Source: an optimization exercise on an open RTL-to-GDS flow (aim: small area, a short achievable clock period and few clock cycles per item). Production flows keep margins and buffers that such runs may drop.
The RTL was checked by simulation tests, not by an equivalence proof against the original design.
Power is estimated from default activity; no workload was simulated.

Setup of lane 2:
## dither_brush_builder
module dither_brush_builder (
    input  wire        clk,
    input  wire        rst_n,
    input  wire        cmd_valid,
    output wire        cmd_ready,
    input  wire [63:0] cmd_word,
    input  wire [3:0]  rsel,
    output reg  [31:0] rdata,
    output wire        fb_valid,
    input  wire        fb_ready,
    output wire [31:0] fb_offset,
    output wire [2:0]  fb_bit,
    output wire [3:0]  fb_pixel
);
Size in the first run: about 1000 cells after synthesis, roughly 91 flip-flops, about 150 I/O pins.
clock: 27.0 ns
lec_check: 0
cap_margin: 20
core_margin: 2
core_utilization: 55
cts_buf_list: sky130_fd_sc_hd__clkbuf_8
slew_margin: 20
run.sh (not shown) runs the stock make flow with config.mk's settings and CLKGATE_MAP_FILE= SYNTH_SCRIPT=/design/flow/synth_recipe.tcl, a recipe that flattens the netlist after the stock synthesis.
Looking at the reports, lane 2 completed the entire flow and the layout it produced met the timing, DRC and antenna checks.
Testbench counts of lane 2, summed over its fixed seeds: cycles 24,016, items 12,000.
--- input diff lane 2..lane 1 ---
==> flow/flow/run.sh (new file) <==
#!/bin/bash
# Standard ORFS layout (the standard.sh, unchanged synthesis), with the
# port buffers inserted as buf_1 cells instead of the default delay buffers
# and timing repair aimed at a setup margin.
set -euo pipefail
bash standard.sh \
    "BUFFER_PORTS_ARGS=-buffer_cell sky130_fd_sc_hd__buf_1" \
    SETUP_SLACK_MARGIN=14 SETUP_MOVE_SEQUENCE=unbuffer,sizeup,swap \
    finish > standard_flow.log 2>&1
==> flow/standard.sh (new file) <==
#!/bin/bash
# synth_recipe.tcl (not shown) runs the flow's synth.tcl, then flattens the netlist and writes it again
# the make line also repeats each setting of config.mk as NAME=value (left out here)
make -C /OpenROAD-flow-scripts/flow DESIGN_CONFIG=/design/flow/config.mk WORK_HOME=/design/flow/orfs CLKGATE_MAP_FILE= SYNTH_SCRIPT=/design/flow/synth_recipe.tcl "${@:-finish}"
removed: flow/run.sh
Results
Having completed the whole flow, lane 2 delivered a layout that passed the timing, DRC and antenna checks.
Lane 1 ran to completion and came out clean on the timing, DRC and antenna checks.
Filler-free cell count of the finished design: lane 1 vs lane 2 identical
Delta (lane 1 minus lane 2): internal power component +2.4 uW; part of the cycle the worst path needs fell 5.3 points; global-route wire length before repair has decreased; number of gates resized after CTS now sits higher; utilization down 3.3 points.
Lane 1 against lane 2: sequential power essentially unchanged, total wire length climbed 2.6%, worst setup slack up 1.43 ns, sequential share of cell area has increased, total power has increased.

---

## job 101
Another version of the RTL of dither_brush_builder (not shown whole).
For scale: roughly 1200 cells after synthesis, roughly 110 flip-flops, ~150 I/O pins.
export LEC_CHECK = 0
export CAP_MARGIN = 20
export CORE_MARGIN = 2
export CORE_UTILIZATION = 40
export SLEW_MARGIN = 20
create_clock -name core_clock -period 27.0 [get_ports {clk}]
standard.sh (not shown) runs the stock make flow with config.mk's settings and CLKGATE_MAP_FILE= SYNTH_SCRIPT=/design/flow/synth_recipe.tcl, a recipe that flattens the netlist after the stock synthesis.
==> flow/flow/run.sh <==
#!/bin/bash
# Standard ORFS layout (the standard.sh, unchanged synthesis), with the
# port buffers inserted as buf_2 cells instead of the default delay buffers
# and timing repair aimed at a setup margin.
set -euo pipefail
bash standard.sh \
    "BUFFER_PORTS_ARGS=-buffer_cell sky130_fd_sc_hd__buf_2" \
    SETUP_SLACK_MARGIN=16 \
    finish > standard_flow.log 2>&1
Job 101 finished every step from synthesis to the final layout, and the layout passed the timing, DRC and antenna checks.
Testbench counts of job 101, summed over its fixed seeds: cycles 24,016, items 12,000.
## Diff of input files: job 102 against job 101
diff --git a/flow/flow/run.sh b/flow/flow/run.sh
--- a/flow/flow/run.sh
+++ b/flow/flow/run.sh
@@ -7,3 +7,3 @@
     "BUFFER_PORTS_ARGS=-buffer_cell sky130_fd_sc_hd__buf_2" \
-    SETUP_SLACK_MARGIN=16 \
+    SETUP_SLACK_MARGIN=14 \
     finish > standard_flow.log 2>&1
[summary]
Result for job 101 and job 102: all clean
Job 101 → job 102: power of the clock network up about 4%, post-route clock period utilization up 1.6 points, final cell area excluding filler cells down about 15%, final critical-path required period up 0.42 ns.
[compare] base=job 101 new=job 102: highest clock rate now sits lower, final net count now sits lower, synthesized cell count now sits at about the same level.
Row standard cell area after detailed placement: job 102 lower / job 101 higher
Run comparison: job 101 cell type of the slowest stage on the worst timing path sky130_fd_sc_hd__or4_4; job 102 cell type of the slowest stage on the worst timing path sky130_fd_sc_hd__or4_1

-- what the ideal ports hide --
Ports are ideal in the flow. The routed layouts listed here were re-timed in OpenROAD. Step 1 (the two cells are an assumption about what drives the block):
set clk [get_ports {clk}]
set_driving_cell -lib_cell sky130_fd_sc_hd__clkbuf_16 $clk
set_driving_cell -lib_cell sky130_fd_sc_hd__buf_2 [delete_from_list [all_inputs] $clk]
Step 2 moves the port delays by t, midway between the first and last clock arrival at a register: inputs arrive t later, outputs are due t later. That takes back most of the time a late clock gives input paths. Slacks: no drivers / after step 1 / after step 2; pairs: no drivers / after step 1.
run	t, ns	setup slack, ns	latest minus earliest clock arrival (ns)	slew at the worst register clock pin (ns)	cell pins on the clock port's net
lane 2	0.423	12.500 / 12.509 / 12.086	0.009 / 0.010	0.10 / 0.10	1
lane 1	0.411	13.932 / 13.944 / 13.533	0.012 / 0.012	0.10 / 0.10	1
job 101	0.409	14.638 / 14.587 / 14.459	0.017 / 0.017	0.09 / 0.09	1
job 102	0.409	14.218 / 14.194 / 13.943	0.019 / 0.020	0.10 / 0.10	1
After both steps every run listed still meets setup and hold. For lane 2, which loses most, drivers alone change the setup slack by +0.009 ns; drivers and shift together by -0.414 ns.
